Context: an optimization exercise on an open-source flow, tuned for small area, a short achievable clock period and few clock cycles. The choices shown serve that exercise and are no tape-out recipe. RTL that was checked went through simulation tests only; none was proved equivalent to the original. No activity file was given, so power comes from the tool's default toggle rates.

Setup of raven:
Design crcarc, start of the top module:
module crcarc (
    input  wire        clk,
    input  wire        rst,         
    input  wire        cmd_valid,
    output wire        cmd_ready,
    input  wire [11:0] cmd,
    output reg         rsp_valid,
    output reg  [31:0] rsp
);
Size in the first run: about 170 flip-flops, ~49 I/O pins, about 8100 µm² of cells after synthesis.
make LEC_CHECK=0 CAP_MARGIN=20 CORE_MARGIN=2 CORE_UTILIZATION=60 CTS_BUF_LIST=sky130_fd_sc_hd__clkbuf_8 CTS_CLUSTER_SIZE=30 SETUP_SLACK_MARGIN=2.7 SLEW_MARGIN=20 finish   # period 5.0 ns
run.sh (not shown) runs the stock make flow with config.mk's settings and CLKGATE_MAP_FILE= SYNTH_SCRIPT=/design/flow/synth_recipe.tcl, a recipe that flattens the netlist after the stock synthesis.
> inputs changed (raven -> onyx)
Settings: ABC_AREA newly set to 1; SETUP_SLACK_MARGIN changed from 2.7 to 2.9.
==> flow/flow/run.sh (new file) <==
#!/bin/bash
# The standard layout (standard.sh, with the standard flow's synthesis unchanged), with
# two changes to how it is made:
#  - the port buffers are sky130_fd_sc_hd__buf_1 cells (every input and
#    output port still gets its own buffer; the resizer sizes them later);
#  - clock tree synthesis inserts no dummy load cells.
# Each tool's full output stays in orfs/logs; make's own output goes to
# standard.log in this folder.
set -euo pipefail
export BUFFER_PORTS_ARGS="-buffer_cell sky130_fd_sc_hd__buf_1"
export CTS_ARGS="-sink_clustering_enable -repair_clock_nets -sink_clustering_size 30 -buf_list sky130_fd_sc_hd__clkbuf_8 -dont_use_dummy_load"
bash standard.sh > standard.log 2>&1
==> flow/standard.sh (new file) <==
#!/bin/bash
# synth_recipe.tcl (not shown) runs the flow's synth.tcl, then flattens the netlist and writes it again
# the make line also repeats each setting of config.mk as NAME=value (left out here)
make -C /OpenROAD-flow-scripts/flow DESIGN_CONFIG=/design/flow/config.mk WORK_HOME=/design/flow/orfs CLKGATE_MAP_FILE= SYNTH_SCRIPT=/design/flow/synth_recipe.tcl "${@:-finish}"
removed: flow/run.sh
Notes after the runs:
- Measured against each other, onyx and raven differ in compound-gate portion of the synthesized area, the higher figure coming from raven.
- For onyx, the launching element of the worst setup path was acc_c[3], unlike raven, where it was a_dlo[0].
- Of onyx and raven, the lower total power belongs to onyx.
- The xor/xnor share of the synthesized area of onyx falls short of that of raven by 5.4 points.
- On flip-flop and latch power, onyx and raven are basically level.
- Summary — final cell count, onyx relative to raven: higher, by 248.
Inputs modified between onyx and lagoon:
Settings: swapping 2.9 for 2.7 in SETUP_SLACK_MARGIN.
==> flow/run.sh (new file) <==
#!/bin/bash
# synth_recipe.tcl (not shown) runs the flow's synth.tcl, then flattens the netlist and writes it again
# the make line also repeats each setting of config.mk as NAME=value (left out here)
make -C /OpenROAD-flow-scripts/flow DESIGN_CONFIG=/design/flow/config.mk WORK_HOME=/design/flow/orfs CLKGATE_MAP_FILE= SYNTH_SCRIPT=/design/flow/synth_recipe.tcl finish
removed: flow/flow/run.sh
removed: flow/standard.sh
[summary]
Note that the total power of the final layout recorded for lagoon amounts to 1.14 times the value seen in onyx.
The setup slack of lagoon is larger than that of onyx.
Critical path depth in cells was higher in lagoon than in onyx.
Relative to lagoon, the following input files were edited for indigo:
Settings: clearing ABC_AREA, which used to be 1; swapping 2.7 for 3.0 in SETUP_SLACK_MARGIN.
## What came out
indigo finished all stages; the layout is clean. Global-route usage was higher in the run labelled lagoon. indigo ended with less standard cell core area than lagoon. | sequential share of layout area | indigo vs lagoon | 1.2 points higher |. The capturing instance or port of the critical path comes out acc_lo[12] in one run and acc_hi[11] in the other, namely in indigo and lagoon respectively.
No functional check of the RTL was part of any run of this note.

========
crcarc, a different RTL version from the one above (not shown whole).
Size in the first run: about 1200 cells after synthesis, roughly 160 flip-flops, about 8700 sq um of cells after synthesis.
==> flow/config.mk <==
export PLATFORM = sky130hd
export DESIGN_NAME = crcarc
export DESIGN_NICKNAME = crcarc
export VERILOG_FILES = /design/flow/design.v
export SDC_FILE = /design/flow/constraint.sdc
export NUM_CORES = 4
export LEC_CHECK = 0
export ABC_AREA = 1
export CAP_MARGIN = 20
export CORE_MARGIN = 2
export CORE_UTILIZATION = 60
export CTS_BUF_LIST = sky130_fd_sc_hd__clkbuf_8
export CTS_CLUSTER_SIZE = 30
export SETUP_SLACK_MARGIN = 2.8
export SLEW_MARGIN = 20
==> flow/constraint.sdc <==
create_clock -name core_clock -period 5.0 [get_ports {clk}]
set_input_delay 1.0000 -clock core_clock [delete_from_list [all_inputs] [get_ports {clk}]]
set_output_delay 1.0000 -clock core_clock [all_outputs]
set_load 0.01 [all_outputs]
standard.sh (not shown) runs the stock make flow with config.mk's settings and CLKGATE_MAP_FILE= SYNTH_SCRIPT=/design/flow/synth_recipe.tcl, a recipe that flattens the netlist after the stock synthesis.
==> flow/flow/run.sh <==
#!/bin/bash
# The standard layout (standard.sh, with the standard flow's synthesis unchanged), with
# two changes to how it is made:
#  - the port buffers are sky130_fd_sc_hd__buf_1 cells (every input and
#    output port still gets its own buffer; the resizer sizes them later);
#  - clock tree synthesis inserts no dummy load cells.
# Each tool's full output stays in orfs/logs; make's own output goes to
# standard.log in this folder.
set -euo pipefail
export BUFFER_PORTS_ARGS="-buffer_cell sky130_fd_sc_hd__buf_1"
export CTS_ARGS="-sink_clustering_enable -repair_clock_nets -sink_clustering_size 30 -buf_list sky130_fd_sc_hd__clkbuf_8 -dont_use_dummy_load"
bash standard.sh > standard.log 2>&1
The baseline ran to the end with no violations.
Testbench counts at the start, summed over its fixed seeds: cycles 16,202.
Rerun with:
==> flow/run.sh (new file) <==
#!/bin/bash
# synth_recipe.tcl (not shown) runs the flow's synth.tcl, then flattens the netlist and writes it again
# the make line also repeats each setting of config.mk as NAME=value (left out here)
make -C /OpenROAD-flow-scripts/flow DESIGN_CONFIG=/design/flow/config.mk WORK_HOME=/design/flow/orfs CLKGATE_MAP_FILE= SYNTH_SCRIPT=/design/flow/synth_recipe.tcl finish
ABC_AREA = unset   (was 1)
SETUP_SLACK_MARGIN = 2.7   (was 2.8)
removed: flow/flow/run.sh
removed: flow/standard.sh
After rerunning: The new run went through all stages and came out clean; power is higher by 13%; global-route usage is higher by 0.34 points; die area is lower by 6.2%.
Rerun with:
==> flow/flow/run.sh (new file) <==
#!/bin/bash
# The standard layout (standard.sh, with the standard flow's synthesis unchanged), with
# two changes to how it is made:
#  - the port buffers are sky130_fd_sc_hd__buf_1 cells (every input and
#    output port still gets its own buffer; the resizer sizes them later);
#  - clock tree synthesis inserts no dummy load cells.
# Each tool's full output stays in orfs/logs; make's own output goes to
# standard.log in this folder.
set -euo pipefail
export BUFFER_PORTS_ARGS="-buffer_cell sky130_fd_sc_hd__buf_1"
export CTS_ARGS="-sink_clustering_enable -repair_clock_nets -sink_clustering_size 30 -buf_list sky130_fd_sc_hd__clkbuf_8 -dont_use_dummy_load"
bash standard.sh > standard.log 2>&1
==> flow/standard.sh (new file) <==
#!/bin/bash
# synth_recipe.tcl (not shown) runs the flow's synth.tcl, then flattens the netlist and writes it again
# the make line also repeats each setting of config.mk as NAME=value (left out here)
make -C /OpenROAD-flow-scripts/flow DESIGN_CONFIG=/design/flow/config.mk WORK_HOME=/design/flow/orfs CLKGATE_MAP_FILE= SYNTH_SCRIPT=/design/flow/synth_recipe.tcl "${@:-finish}"
ABC_AREA = 1   (was unset)
SETUP_SLACK_MARGIN = 2.5   (was 2.7)
removed: flow/run.sh
The new run finished with timing, DRC and antenna clean.
Routed wire length increases by 1.6%.
Setup slack gains 54 ps.
Non-clock buffer count goes down by 21.

========
run 1:
crcarc again, from the RTL that the note above started with.
clock: 5.0 ns
lec_check: 0
abc_area: 1
cap_margin: 20
core_margin: 2
core_utilization: 60
cts_buf_list: sky130_fd_sc_hd__clkbuf_8
cts_cluster_size: 30
setup_slack_margin: 3.0
slew_margin: 20
run.sh (not shown) runs the stock make flow with config.mk's settings and CLKGATE_MAP_FILE= SYNTH_SCRIPT=/design/flow/synth_recipe.tcl, a recipe that flattens the netlist after the stock synthesis.
Stock flow here: none of the scripts above is used.
Testbench counts of run 1, summed over its fixed seeds: cycles 16,202.
### run 1 -> run 2
Settings: CORE_UTILIZATION changed from 60 to 70; SETUP_SLACK_MARGIN changed from 3.0 to 2.9.
==> flow/flow/run.sh (new file) <==
#!/bin/bash
# The standard layout (standard.sh, with the standard flow's synthesis unchanged), with
# two changes to how it is made:
#  - the port buffers are sky130_fd_sc_hd__buf_1 cells (every input and
#    output port still gets its own buffer; the resizer sizes them later);
#  - clock tree synthesis inserts no dummy load cells.
# Each tool's full output stays in orfs/logs; make's own output goes to
# standard.log in this folder.
set -euo pipefail
export BUFFER_PORTS_ARGS="-buffer_cell sky130_fd_sc_hd__buf_1"
export CTS_ARGS="-sink_clustering_enable -repair_clock_nets -sink_clustering_size 30 -buf_list sky130_fd_sc_hd__clkbuf_8 -dont_use_dummy_load"
bash standard.sh > standard.log 2>&1
==> flow/standard.sh (new file) <==
#!/bin/bash
# synth_recipe.tcl (not shown) runs the flow's synth.tcl, then flattens the netlist and writes it again
# the make line also repeats each setting of config.mk as NAME=value (left out here)
make -C /OpenROAD-flow-scripts/flow DESIGN_CONFIG=/design/flow/config.mk WORK_HOME=/design/flow/orfs CLKGATE_MAP_FILE= SYNTH_SCRIPT=/design/flow/synth_recipe.tcl "${@:-finish}"
removed: flow/run.sh
--- outcome ---
- Run 2 against run 1: total power after layout now sits lower; area of the multi-input gates down 3.4%; period utilization fell by 0.58 points; clock skew after layout moved up.
- Run comparison: run 2 worst-path cell with the longest stage delay sky130_fd_sc_hd__fa_2; run 1 worst-path cell with the longest stage delay sky130_fd_sc_hd__dfxtp_1
For run 3, these inputs were changed with respect to run 2:
Settings: SETUP_SLACK_MARGIN: 2.9 -> 2.7; CORE_UTILIZATION: 70 -> 60.
==> flow/run.sh (new file) <==
#!/bin/bash
# synth_recipe.tcl (not shown) runs the flow's synth.tcl, then flattens the netlist and writes it again
# the make line also repeats each setting of config.mk as NAME=value (left out here)
make -C /OpenROAD-flow-scripts/flow DESIGN_CONFIG=/design/flow/config.mk WORK_HOME=/design/flow/orfs CLKGATE_MAP_FILE= SYNTH_SCRIPT=/design/flow/synth_recipe.tcl finish
removed: flow/flow/run.sh
removed: flow/standard.sh
Results
Diff run 2 -> run 3 | part of the power in the clock network | increase of 6.3 points
Number of antenna cells inserted came out exactly the same in run 2 and run 3.
Area taken by multi-input logic gates: higher on run 2
In run 3, combinational cell fraction of total power is lower than in run 2.
Required time of the worst setup path: run 3 > run 2
Run 3 consumes more power than run 2 does.
The met1 track demand over resource in global routing reported for run 3 is smaller than that of run 2 by 5.9 points.
Relative to run 3, the following input files were edited for run 4:
Settings: SETUP_SLACK_MARGIN: 2.7 -> 2.9.
==> flow/flow/run.sh (new file) <==
#!/bin/bash
# The standard layout (standard.sh, with the standard flow's synthesis unchanged), with
# two changes to how it is made:
#  - the port buffers are sky130_fd_sc_hd__buf_1 cells (every input and
#    output port still gets its own buffer; the resizer sizes them later);
#  - clock tree synthesis inserts no dummy load cells.
# Each tool's full output stays in orfs/logs; make's own output goes to
# standard.log in this folder.
set -euo pipefail
export BUFFER_PORTS_ARGS="-buffer_cell sky130_fd_sc_hd__buf_1"
export CTS_ARGS="-sink_clustering_enable -repair_clock_nets -sink_clustering_size 30 -buf_list sky130_fd_sc_hd__clkbuf_8 -dont_use_dummy_load"
bash standard.sh > standard.log 2>&1
==> flow/standard.sh (new file) <==
#!/bin/bash
# synth_recipe.tcl (not shown) runs the flow's synth.tcl, then flattens the netlist and writes it again
# the make line also repeats each setting of config.mk as NAME=value (left out here)
make -C /OpenROAD-flow-scripts/flow DESIGN_CONFIG=/design/flow/config.mk WORK_HOME=/design/flow/orfs CLKGATE_MAP_FILE= SYNTH_SCRIPT=/design/flow/synth_recipe.tcl "${@:-finish}"
removed: flow/run.sh
--- outcome ---
Compared run 4 against run 3; fraction of the mapped netlist area in adder cells within noise. When the final numbers for run 3 and run 4 were put side by side, the cell depth of the worst flop-to-flop path turned out to be greater in run 3. Run 4 vs run 3 on layout overhead on the synthesized area: run 4 is the lower one.
Changes in run 5 relative to run 4:
Settings: SETUP_SLACK_MARGIN now 2.7, was 2.9.
Findings:
- Worst setup slack delta (run 5 − run 4): unfavourable
- Run 5 vs. run 4: worst endpoint data arrival time -0.17 ns; wire length reported by the detailed router -2.8%; post-layout minimum cycle time +0.089 ns.
- Diff run 4 -> run 5 | global routing met3 resource utilization | decrease of 0.77 points
- From run 4 to run 5 the numbers moved as follows: global-route wire length before repair went down 3.4%; routed metal-1 wire length saw an increase; utilization now smaller.
- In run 5, the data-path buffer share of cell area in the final layout came out 0.92 points below the value in run 4.
- Compared with run 4, run 5 shows a higher sequential share of layout area.
- Min logic gate share of total power across run 5 and run 4: run 5

========
The RTL this note starts from:
==> flow/design.v <==
module crcarc (
    input  wire        clk,
    input  wire        rst,         
    input  wire        cmd_valid,
    output wire        cmd_ready,
    input  wire [11:0] cmd,
    output reg         rsp_valid,
    output reg  [31:0] rsp
);
    localparam [3:0] OP_NOP       = 4'h0;
    localparam [3:0] OP_CRC_CLR   = 4'h1;
    localparam [3:0] OP_CRC_BYTE  = 4'h2;
    localparam [3:0] OP_DEC_START = 4'h3;
    localparam [3:0] OP_DEC_CHAR  = 4'h4;
    localparam [3:0] OP_HEX_START = 4'h5;
    localparam [3:0] OP_HEX_CHAR  = 4'h6;
    localparam [3:0] OP_HEX_CHECK = 4'h7;
    localparam [3:0] OP_RD        = 4'h8;
    localparam [2:0] D_IDLE  = 3'd0;
    localparam [2:0] D_RUN   = 3'd3;
    localparam [2:0] D_DONE  = 3'd4;
    localparam [2:0] D_DIGIT = 3'd1;
    localparam [2:0] D_POINT = 3'd2;
    localparam [2:0] D_CFG   = 3'd5;
    localparam [2:0] D_SEQ   = 3'd6;
    localparam [2:0] H_IDLE  = 3'd0;
    localparam [2:0] H_RUN   = 3'd1;
    localparam [2:0] H_DONE  = 3'd2;
    localparam [2:0] H_HEX   = 3'd3;
    localparam [2:0] H_LEN   = 3'd4;
    localparam [2:0] H_SEQ   = 3'd6;
    reg [15:0] crc;
    reg [14:0] acc_lo;
    reg [14:0] acc_hi;
    reg [3:0]  acc_c;       
    reg        acc_p;       
    reg [3:0]  digits;
    reg [3:0]  decimals;
    reg [3:0]  dpos;
    reg [2:0]  dcode;
    reg [15:0] hexv;
    reg [2:0]  hcnt;
    reg [2:0]  hcode;
    reg [15:0] calc;        
    reg        calc_v;
    reg        match;
    reg        ill;
    reg [11:0] cq;
    reg [2:0]  dq_lo;
    reg        dq_ci;
    reg        rsp_due;
    reg [4:0]  rsel;
    assign cmd_ready = 1'b1;
    wire [3:0] op  = cq[11:8];
    wire [7:0] arg = cq[7:0];
    reg [15:0] crc_next_byte;
    integer    i;
    always @(*) begin
        crc_next_byte = crc ^ {8'h00, arg};
        for (i = 0; i < 8; i = i + 1) begin
            if (crc_next_byte[0])
                crc_next_byte = (crc_next_byte >> 1) ^ 16'hA001;
            else
                crc_next_byte = crc_next_byte >> 1;
        end
    end
    wire       arg_is_digit = (arg[7:4] == 4'h3) && !(arg[3] && (arg[2] || arg[1]));
    wire       arg_is_point = (arg == 8'h2E);
    reg        cfg_legal;
    always @(*) begin
        case (arg[7:4])
            4'd1:    cfg_legal = (arg[3:0] <= 4'd8);
            4'd2:    cfg_legal = (arg[3:0] <= 4'd7);
            4'd3:    cfg_legal = (arg[3:0] <= 4'd6);
            4'd4:    cfg_legal = (arg[3:0] <= 4'd5);
            4'd5:    cfg_legal = (arg[3:0] <= 4'd4);
            4'd6:    cfg_legal = (arg[3:0] <= 4'd3);
            4'd7:    cfg_legal = (arg[3:0] <= 4'd2);
            4'd8:    cfg_legal = (arg[3:0] <= 4'd1);
            4'd9:    cfg_legal = (arg[3:0] == 4'd0);
            default: cfg_legal = 1'b0;
        endcase
    end
    wire       at_point     = (decimals != 4'd0) && (dpos == digits);
    wire       dec_last     = (decimals == 4'd0) ? (dpos + 4'd1 == digits)
                                                 : ({1'b0, dpos} == {1'b0, digits} + {1'b0, decimals});
    wire [3:0]  dig         = arg[3:0];
    wire [18:0] lo_next     = {1'b0, acc_lo, dq_lo}
                            + {3'b000, acc_lo, dig[3]}
                            + {18'd0, dq_ci};
    wire [14:0] hi_next     = {acc_hi[11:0], (acc_c[3] ? 3'd7 : acc_c[2:0])}
                            + {acc_hi[13:0], acc_c[3]}
                            + {14'd0, acc_c[3] & acc_c[0]};
    wire [29:0] acc         = {acc_hi, acc_lo};
    wire [1:0] dstate = (dcode == D_IDLE) ? 2'd0 :
                        (dcode == D_RUN)  ? 2'd1 :
                        (dcode == D_DONE) ? 2'd2 : 2'd3;
    wire [3:0] derrc  = (dstate == 2'd3) ? {1'b0, dcode} : 4'd0;
    wire       d_run  = (dcode == D_RUN);
    wire       d_err  = (dstate == 2'd3);
    wire       arg_is_alpha = (arg[7:6] == 2'b01) && (arg[4:3] == 2'b00)
                              && (arg[2:0] != 3'd0) && (arg[2:0] != 3'd7);
    wire       arg_is_hex   = arg_is_digit || arg_is_alpha;
    wire [3:0] hex_val      = arg[6] ? {1'b1, (arg[2:0] == 3'd1 || arg[2:0] == 3'd2) ? 1'b0 : 1'b1,
                                        (arg[2:0] == 3'd3 || arg[2:0] == 3'd4) ? 1'b0 : 1'b1, ~arg[0]}
                                     : arg[3:0];
    wire       h_err  = hcode[2] | (hcode[1] & hcode[0]);
    wire [1:0] hstate = h_err ? 2'd3 : hcode[1:0];
    wire [3:0] herrc  = h_err ? {1'b0, hcode} : 4'd0;
    wire       h_run  = (hcode == H_RUN);
    wire [31:0] status = {decimals, digits, 1'b0, hcnt, dpos, herrc, derrc,
                          2'b00, ill, match, hstate, dstate};
    wire [31:0] rsp_word = ({32{rsel[0]}} & {16'd0, crc})
               | ({32{rsel[1]}} & {2'd0, acc})
               | ({32{rsel[2]}} & {16'd0, hexv})
               | ({32{rsel[3]}} & {16'd0, calc})
               | ({32{rsel[4]}} & status);
    always @(posedge clk) begin
        cq[7:0] <= cmd[7:0];
        dq_lo   <= cmd[3] ? 3'd7 : cmd[2:0];
        dq_ci   <= cmd[3] & cmd[0];
        rsp     <= rsp_word;      
        rsel    <= 5'd0;
        if (op == OP_RD && arg[7:3] == 5'd0) begin
            rsel[0] <= (arg[2:0] == 3'd0);
            rsel[1] <= (arg[2:0] == 3'd1);
            rsel[2] <= (arg[2:0] == 3'd2);
            rsel[3] <= (arg[2:0] == 3'd3) && calc_v;
            rsel[4] <= (arg[2:0] == 3'd4);
        end
        if (rst) begin
            cq[11:8]  <= OP_NOP;
            crc       <= 16'd0;
            acc_lo    <= 15'd0;
            acc_hi    <= 15'd0;
            acc_c     <= 4'd0;
            acc_p     <= 1'b0;
            digits    <= 4'd0;
            decimals  <= 4'd0;
            dpos      <= 4'd0;
            dcode     <= D_IDLE;
            hexv      <= 16'd0;
            hcnt      <= 3'd0;
            hcode     <= H_IDLE;
            calc_v    <= 1'b0;
            match     <= 1'b0;
            ill       <= 1'b0;
            rsp_valid <= 1'b0;
            rsp_due   <= 1'b0;
        end else begin
            cq[11:8]  <= cmd_valid ? cmd[11:8] : OP_NOP;
            rsp_due   <= 1'b0;
            rsp_valid <= rsp_due;
            acc_p     <= 1'b0;
            if (acc_p)
                acc_hi <= hi_next;
            begin
                case (op)
                    OP_NOP: ;
                    OP_CRC_CLR:  crc <= 16'd0;
                    OP_CRC_BYTE: crc <= crc_next_byte;
                    OP_DEC_START: begin
                        digits   <= arg[7:4];
                        decimals <= arg[3:0];
                        acc_lo   <= 15'd0;
                        acc_hi   <= 15'd0;
                        acc_p    <= 1'b0;
                        dpos     <= 4'd0;
                        dcode    <= cfg_legal ? D_RUN : D_CFG;
                    end
                    OP_DEC_CHAR: begin
                        if (d_run) begin
                            if (at_point) begin
                                if (arg_is_point)
                                    dpos <= dpos + 4'd1;
                                else
                                    dcode <= D_POINT;
                            end else if (arg_is_digit) begin
                                acc_lo <= lo_next[14:0];
                                acc_c  <= lo_next[18:15];
                                acc_p  <= 1'b1;
                                dpos <= dpos + 4'd1;
                                if (dec_last)
                                    dcode <= D_DONE;
                            end else
                                dcode <= D_DIGIT;
                        end else if (!d_err)
                            dcode <= D_SEQ;
                    end
                    OP_HEX_START: begin
                        hexv  <= 16'd0;
                        hcnt  <= 3'd0;
                        calc_v <= 1'b0;
                        match <= 1'b0;
                        hcode <= H_RUN;
                    end
                    OP_HEX_CHAR: begin
                        if (h_run) begin
                            if (!arg_is_hex)
                                hcode <= H_HEX;
                            else if (hcnt == 3'd4)
                                hcode <= H_LEN;
                            else begin
                                hexv <= {hexv[11:0], hex_val};
                                hcnt <= hcnt + 3'd1;
                            end
                        end else if (!h_err)
                            hcode <= H_SEQ;
                    end
                    OP_HEX_CHECK: begin
                        if (h_run) begin
                            if (hcnt == 3'd4) begin
                                calc  <= crc;
                                calc_v <= 1'b1;
                                match <= (hexv == crc);
                                hcode <= H_DONE;
                            end else
                                hcode <= H_LEN;
                        end else if (!h_err)
                            hcode <= H_SEQ;
                    end
                    OP_RD: begin
                        rsp_due <= 1'b1;
                        if (arg > 8'h04)
                            ill <= 1'b1;
                    end
                    default: ill <= 1'b1;    
                endcase
            end
        end
    end
endmodule
Settings: LEC_CHECK=0, CAP_MARGIN=20, CORE_MARGIN=2, CORE_UTILIZATION=60, CTS_BUF_LIST=sky130_fd_sc_hd__clkbuf_8, CTS_CLUSTER_SIZE=30, SETUP_SLACK_MARGIN=2.5, SLEW_MARGIN=20; clock period 5.0 ns.
Stock flow here: none of the scripts above is used.
Testbench counts at the start, summed over its fixed seeds: cycles 16,202.
Rerun with:
==> flow/flow/run.sh (new file) <==
#!/bin/bash
# The standard layout (standard.sh, with the standard flow's synthesis unchanged), with
# two changes to how it is made:
#  - the port buffers are sky130_fd_sc_hd__buf_1 cells (every input and
#    output port still gets its own buffer; the resizer sizes them later);
#  - clock tree synthesis inserts no dummy load cells.
# Each tool's full output stays in orfs/logs; make's own output goes to
# standard.log in this folder.
set -euo pipefail
export BUFFER_PORTS_ARGS="-buffer_cell sky130_fd_sc_hd__buf_1"
export CTS_ARGS="-sink_clustering_enable -repair_clock_nets -sink_clustering_size 30 -buf_list sky130_fd_sc_hd__clkbuf_8 -dont_use_dummy_load"
bash standard.sh > standard.log 2>&1
==> flow/standard.sh (new file) <==
#!/bin/bash
# synth_recipe.tcl (not shown) runs the flow's synth.tcl, then flattens the netlist and writes it again
# the make line also repeats each setting of config.mk as NAME=value (left out here)
make -C /OpenROAD-flow-scripts/flow DESIGN_CONFIG=/design/flow/config.mk WORK_HOME=/design/flow/orfs CLKGATE_MAP_FILE= SYNTH_SCRIPT=/design/flow/synth_recipe.tcl "${@:-finish}"
- ABC_AREA: not set -> 1
- CORE_UTILIZATION: 60 -> 50
- SETUP_SLACK_MARGIN: 2.5 -> 2.9
removed: flow/run.sh
Result: The new run finished clean. Synthesized cell count is higher by about 28%. Sequential cell count is unchanged. Final area rises by about 6%.

-- port drivers added, routing unchanged --
The results above use ideal ports. As a check the final layouts listed here were re-extracted and re-timed, cells and wires unchanged. Step 1 assumes that a clkbuf_16 drives the clock port and a buf_2 every other input. Step 2 times the ports against the registers' clock, not the clock port: input delays grow and output delays shrink by t, the midpoint of the rising clock arrivals with the driver on. a / b / c = ideal ports / drivers / drivers and shift; a / b = the first two.
run	shift t [ns]	setup WS [ns]	worst setup path at the end
raven	0.485	2.495 / 2.495 / 2.495	register to register
onyx	0.479	2.792 / 2.792 / 2.598	input to register
lagoon	0.510	2.820 / 2.820 / 2.575	input to register
indigo	0.491	2.517 / 2.517 / 2.517	register to register
the first run of note 2	0.489	2.864 / 2.864 / 2.559	input to register
the second run of note 2	0.498	2.689 / 2.689 / 2.500	input to register
the third run of note 2	0.488	2.743 / 2.743 / 2.550	input to register
run 1	0.517	2.920 / 2.920 / 2.647	input to register
run 2	0.489	2.949 / 2.949 / 2.548	input to register
run 3	0.516	2.829 / 2.829 / 2.513	input to register
run 4	0.490	2.952 / 2.952 / 2.546	input to register
run 5	0.492	2.862 / 2.862 / 2.590	input to register
the first run of note 4	0.495	2.604 / 2.604 / 2.289	input to register
the second run of note 4	0.503	2.977 / 2.977 / 2.559	input to register
After both steps every run listed still meets setup and hold. For the second run of note 4, which loses most, drivers alone change the setup slack by 0.000 ns; drivers and shift together by -0.418 ns.
